Background: an optimization exercise with open tools, aiming at small area, a short achievable clock period and few clock cycles. Do not read the settings as production practice. Function was checked by simulation only, so behaviour that the tests miss may differ from the original. No activity file was given, so power comes from the tool's default toggle rates.

==> v18: inputs <==
## trb_palette
module trb_palette (
    input  wire        clk,
    input  wire        rst,           
    input  wire        start,         
    input  wire [31:0] cmd,           
    output reg         busy,
    output reg         done,
    output reg         err,
    output reg  [3:0]  errcode,
    output reg  [31:0] err_info,
    output reg         pal_valid,
    output wire [9:0]  pal_count,
    output wire [23:0] lut_rgb,
    output reg         fb_rd,
    output wire [9:0]  fb_addr,
    input  wire [7:0]  fb_rdata,
    output reg         rgb_we,
    output wire [9:0]  rgb_addr,
    output wire [23:0] rgb_wdata
);
==> flow/config.mk <==
export PLATFORM = sky130hd
export DESIGN_NAME = trb_palette
export DESIGN_NICKNAME = trb_palette
export VERILOG_FILES = /design/flow/design.v
export SDC_FILE = /design/flow/constraint.sdc
export NUM_CORES = 4
export LEC_CHECK = 0
export CAP_MARGIN = 20
export CORE_MARGIN = 2
export CORE_UTILIZATION = 40
export SLEW_MARGIN = 20
export SYNTH_MEMORY_MAX_BITS = 16384
==> flow/constraint.sdc <==
create_clock -name core_clock -period 25.0 [get_ports {clk}]
set_input_delay 5.0000 -clock core_clock [delete_from_list [all_inputs] [get_ports {clk}]]
set_output_delay 5.0000 -clock core_clock [all_outputs]
set_load 0.01 [all_outputs]
run.sh (not shown) runs the stock make flow with config.mk's settings and CLKGATE_MAP_FILE= SYNTH_SCRIPT=/design/flow/synth_recipe.tcl, a recipe that flattens the netlist after the stock synthesis.
==> v15: changes against v18 <==
==> flow/flow/run.sh (new file) <==
#!/bin/bash
# Layout flow: the standard ORFS flow with two changes.
#  1. Synthesis is the standard synthesis (standard.sh synth, same
#     synth_recipe.tcl, same registers), but ABC maps the combinational logic
#     with flow/abc.script (area-recovering mapping) in place of ORFS's
#     abc_area.script.
#  2. Port buffers are sky130_fd_sc_hd__buf_1 (buffer_ports -buffer_cell).
# Everything else (floorplan, tap cells, PDN, placement, CTS, routing,
# finish) is standard.sh unchanged.  Each step logs to its own file here.
set -euo pipefail
W=$(pwd)
rm -rf "$W/scripts_abc"
cp -r "$FLOW_HOME/scripts" "$W/scripts_abc"
cp "$W/flow/abc.script" "$W/scripts_abc/abc_area.script"
bash standard.sh ABC_AREA=1 SCRIPTS_DIR="$W/scripts_abc" synth > "$W/flow_synth.log" 2>&1
bash standard.sh "BUFFER_PORTS_ARGS=-buffer_cell sky130_fd_sc_hd__buf_1" finish > "$W/flow_layout.log" 2>&1
test -s "$W/out/final.def"
==> flow/flow/abc.script (new file) <==
strash
dc2
balance
rewrite
refactor
balance
rewrite
rewrite -z
balance
refactor -z
rewrite -z
balance
dc2
balance
rewrite
refactor
balance
rewrite
rewrite -z
balance
refactor -z
rewrite -z
balance
dch -f
map -a
strash
dch -f
map -a
topo
==> flow/standard.sh (new file) <==
#!/bin/bash
# synth_recipe.tcl (not shown) runs the flow's synth.tcl, then flattens the netlist and writes it again
# the make line also repeats each setting of config.mk as NAME=value (left out here)
make -C /OpenROAD-flow-scripts/flow DESIGN_CONFIG=/design/flow/config.mk WORK_HOME=/design/flow/orfs CLKGATE_MAP_FILE= SYNTH_SCRIPT=/design/flow/synth_recipe.tcl "${@:-finish}"
--- a/flow/config.mk
+++ b/flow/config.mk
@@ -7,5 +7,7 @@
 export LEC_CHECK = 0
+export ABC_AREA = 1
 export CAP_MARGIN = 20
 export CORE_MARGIN = 2
-export CORE_UTILIZATION = 40
+export CORE_UTILIZATION = 60
+export CTS_BUF_LIST = sky130_fd_sc_hd__clkbuf_4 sky130_fd_sc_hd__clkbuf_8
 export SLEW_MARGIN = 20
removed: flow/run.sh
==> v24: changes against v18 <==
--- a/flow/config.mk
+++ b/flow/config.mk
@@ -7,5 +7,7 @@
 export LEC_CHECK = 0
+export ABC_AREA = 1
 export CAP_MARGIN = 20
 export CORE_MARGIN = 2
-export CORE_UTILIZATION = 40
+export CORE_UTILIZATION = 60
+export CTS_BUF_LIST = sky130_fd_sc_hd__clkbuf_4
 export SLEW_MARGIN = 20
==> run notes <==
- Of v18 and v15, v15 has the higher fmax (gap about 13%, measured against v15).
- Of v18 and v24, v24 has the higher clock skew (gap 8.3 ps).
- The lowest synthesized area belongs to v15, the highest to v18.
- The highest final area belongs to v18, the lowest to v15.
- Power, highest first: v18, v15, v24.
- Of v15 and v18, v18 has the higher wire length (gap about 22%, measured against v18).
- Die area, lowest first: v15, v24, v18.
- Between v24 and v15, the lower worst setup slack is in v15 (gap 580 ps).
- The highest first-iteration DRC count belongs to v24, the lowest to v18.
- Count of clock-buffer cells in the layout, lowest first: v15, v18, v24.
- Global-route usage, lowest first: v18, v24, v15.
==> figures <==
|  | v24 | v18 | v15 |
|---|---|---|---|
| Peak supply drop | 0.0000433 V | 0.0000538 V | 0.0000431 V |
| Floorplan Core Area | 12,000 um2 | 18,600 um2 | 10,300 um2 |
| Post-route standard cell area excluding fillers | 9220 um2 | 9770 um2 | 7500 um2 |
| Data buffer area share | 17.7% | 16.7% | 8.41% |
| Part of the power in combinational logic | 38.9% | 38.6% | 30.9% |
| Power density normalized to cell area | 62.3 nW/um2 | 77.1 nW/um2 | 79.4 nW/um2 |
| Final Power | 574 uW | 754 uW | 595 uW |
| Total met3 wirelength after detailed routing | 1110 um | 1300 um | 1090 um |
| Result of the run | finished clean | finished clean | finished clean |
| Tightest slew margin relative to the limit | 29.0% | 31.9% | 54.5% |
| Max FO, Critical Path | 61 | 10 | 7 |
| Num rows | 40 | 50 | 37 |
| Fin Hold WS | 337 ps | 352 ps | 367 ps |
| Clock network fraction of total power | 22.0% | 31.4% | 31.9% |
| Seq/Total Area, Yosys | 37.7% | 36.6% | 43.3% |
| Via count | 7,027 | 6,884 | 6,275 |
| Initial cell density of the core | 61.3% | 40.6% | 62.0% |
| Clock slew seen by the registers of the worst setup and hold paths | 110 ps | 60 ps | 80 ps |
| Distinct cell type count after synthesis | 55 | 88 | 37 |
| Combinational power | 223 uW | 291 uW | 184 uW |
| Length of routed met2 wiring | 9470 um | 10,500 um | 8770 um |
| Critical hold path startpoint | p1 | p1 | rph |
| Leading cell type in the layout, fill and taps excluded | nand2_1 | clkdlybuf4s50_1 | buf_1 |
Testbench counts of v18, summed over its fixed seeds: cycles 46,440.
Testbench counts of v15, summed over its fixed seeds: cycles 46,440.
Testbench counts of v24, summed over its fixed seeds: cycles 46,440.

========
==> inputs of run D <==
trb_palette, a different RTL version from the one above (not shown whole).
==> flow/config.mk <==
export PLATFORM = sky130hd
export DESIGN_NAME = trb_palette
export DESIGN_NICKNAME = trb_palette
export VERILOG_FILES = /design/flow/design.v
export SDC_FILE = /design/flow/constraint.sdc
export NUM_CORES = 4
export LEC_CHECK = 0
export ABC_AREA = 1
export CAP_MARGIN = 20
export CORE_MARGIN = 2
export CORE_UTILIZATION = 60
export CTS_BUF_LIST = sky130_fd_sc_hd__clkbuf_4 sky130_fd_sc_hd__clkbuf_8
export SLEW_MARGIN = 20
export SYNTH_MEMORY_MAX_BITS = 16384
==> flow/constraint.sdc <==
create_clock -name core_clock -period 25.0 [get_ports {clk}]
set_input_delay 5.0000 -clock core_clock [delete_from_list [all_inputs] [get_ports {clk}]]
set_output_delay 5.0000 -clock core_clock [all_outputs]
set_load 0.01 [all_outputs]
standard.sh (not shown) runs the stock make flow with config.mk's settings and CLKGATE_MAP_FILE= SYNTH_SCRIPT=/design/flow/synth_recipe.tcl, a recipe that flattens the netlist after the stock synthesis.
==> flow/flow/run.sh <==
#!/bin/bash
# Layout flow: the standard ORFS flow with two changes.
#  1. Synthesis is the standard synthesis (standard.sh synth, same
#     synth_recipe.tcl, same registers), but ABC maps the combinational logic
#     with flow/abc.script (area-recovering mapping) in place of ORFS's
#     abc_area.script, and adders are left to ABC (ADDER_MAP_FILE empty)
#     rather than mapped to fa/ha cells beforehand.
#  2. Port buffers are sky130_fd_sc_hd__buf_1 (buffer_ports -buffer_cell).
#  3. repair_timing aims at a setup slack of 19 ns (SETUP_SLACK_MARGIN), so
#     it sizes and buffers the paths that set the achieved period.
#  4. Clock tree: larger sink clusters and no dummy loads (CTS_ARGS).
# Everything else (floorplan, tap cells, PDN, placement, CTS, routing,
# finish) is standard.sh unchanged.  Each step logs to its own file here.
set -euo pipefail
W=$(pwd)
rm -rf "$W/scripts_abc"
cp -r "$FLOW_HOME/scripts" "$W/scripts_abc"
cp "$W/flow/abc.script" "$W/scripts_abc/abc_area.script"
bash standard.sh ABC_AREA=1 SCRIPTS_DIR="$W/scripts_abc" ADDER_MAP_FILE= synth > "$W/flow_synth.log" 2>&1
bash standard.sh "BUFFER_PORTS_ARGS=-buffer_cell sky130_fd_sc_hd__buf_1" SETUP_SLACK_MARGIN=19 \
  "CTS_ARGS=-sink_clustering_enable -repair_clock_nets -dont_use_dummy_load -sink_clustering_size 30 -sink_clustering_max_diameter 80 -buf_list {sky130_fd_sc_hd__clkbuf_4 sky130_fd_sc_hd__clkbuf_8}" \
  finish > "$W/flow_layout.log" 2>&1
test -s "$W/out/final.def"
==> flow/flow/abc.script <==
strash
dc2
balance
rewrite
refactor
balance
rewrite
rewrite -z
balance
refactor -z
rewrite -z
balance
dc2
balance
rewrite
refactor
balance
rewrite
rewrite -z
balance
refactor -z
rewrite -z
balance
dch -f
amap -m
topo
==> run C (differences from run D) <==
--- a/flow/flow/run.sh
+++ b/flow/flow/run.sh
@@ -7,5 +7,5 @@
 #     rather than mapped to fa/ha cells beforehand.
 #  2. Port buffers are sky130_fd_sc_hd__buf_1 (buffer_ports -buffer_cell).
-#  3. repair_timing aims at a setup slack of 19 ns (SETUP_SLACK_MARGIN), so
+#  3. repair_timing aims at a setup slack of 19.1 ns (SETUP_SLACK_MARGIN), so
 #     it sizes and buffers the paths that set the achieved period.
 #  4. Clock tree: larger sink clusters and no dummy loads (CTS_ARGS).
@@ -18,5 +18,5 @@
 cp "$W/flow/abc.script" "$W/scripts_abc/abc_area.script"
 bash standard.sh ABC_AREA=1 SCRIPTS_DIR="$W/scripts_abc" ADDER_MAP_FILE= synth > "$W/flow_synth.log" 2>&1
-bash standard.sh "BUFFER_PORTS_ARGS=-buffer_cell sky130_fd_sc_hd__buf_1" SETUP_SLACK_MARGIN=19 \
+bash standard.sh "BUFFER_PORTS_ARGS=-buffer_cell sky130_fd_sc_hd__buf_1" SETUP_SLACK_MARGIN=19.1 \
   "CTS_ARGS=-sink_clustering_enable -repair_clock_nets -dont_use_dummy_load -sink_clustering_size 30 -sink_clustering_max_diameter 80 -buf_list {sky130_fd_sc_hd__clkbuf_4 sky130_fd_sc_hd__clkbuf_8}" \
   finish > "$W/flow_layout.log" 2>&1
==> out/metrics.cfg <==
[cells_and_area]
fin_nets = 835
mostFrequentLayoutCells = buf_1 (160), nor2_1 (118), clkinv_1 (87)
area_share_nonclk_buffers = 0.117
fin_util = 0.688
clock_area_frac = 0.0232
drive_gt1_frac = 0.0316

[setup_path]
worst-path-max-fanout = 4
critPathLaunch = err_info[24]

[timing]
fin_crit_ps = 5960

[pwr]
p_clk_frac = 0.227
combPwrFrac = 0.282

[global_routing]
use_met1 = 0.409

[detailed_routing]
viasPerCell = 5.91
wl_met2_microns = 7230

[status]
status = complete, no violations

(the above is from run D)
==> out/metrics.cfg <==
[cells_and_area]
mostFrequentLayoutCells = nor2_1 (118), clkinv_1 (87), o21ai_0 (85)
fin_util = 0.721
clock_area_frac = 0.0221
area_share_nonclk_buffers = 0.143
drive_gt1_frac = 0.174

[detailed_routing]
viasPerCell = 6.04
wl_met2_microns = 7730

[timing]
tns_ps = 0

[global_routing]
use_met1 = 0.407

[pwr]
ir_drop_mv = 0.0418
p_clk_frac = 0.224

[setup_path]
worst-path-max-fanout = 8

[status]
status = complete, no violations

(the above is from run C)
Testbench counts of run D, summed over its fixed seeds: cycles 46,440.
Testbench counts of run C, summed over its fixed seeds: cycles 46,440.

port drivers added, routing unchanged:
Ports are ideal in the flow. The routed layouts listed here were re-timed in OpenROAD. Step 1, drivers: a clkbuf_16 drives clk and a buf_2 each remaining input, both assumed. Step 2 times the ports against the registers' clock, not the clock port: input delays grow and output delays shrink by t, the midpoint of the rising clock arrivals with the driver on. Slacks: ideal / step 1 / step 2; pairs: ideal / step 1.
run | t, ns | setup slack, ns | hold slack, ns | slew at the worst register clock pin (ns)
v18 | 0.459 | 15.955 / 15.955 / 15.955 | 0.352 / 0.352 / 0.352 | 0.06 / 0.06
v15 | 0.465 | 17.148 / 17.148 / 17.148 | 0.367 / 0.367 / 0.367 | 0.08 / 0.08
v24 | 0.565 | 17.724 / 17.689 / 17.941 | 0.337 / 0.337 / 0.337 | 0.11 / 0.11
run D | 0.381 | 19.037 / 19.006 / 18.772 | 0.350 / 0.350 / 0.350 | 0.10 / 0.10
run C | 0.381 | 19.073 / 19.041 / 18.969 | 0.347 / 0.347 / 0.347 | 0.10 / 0.10
After both steps every run listed still meets setup and hold. The setup slack of run D, which loses most, moves by -0.031 ns with the drivers and by -0.265 ns with both steps.
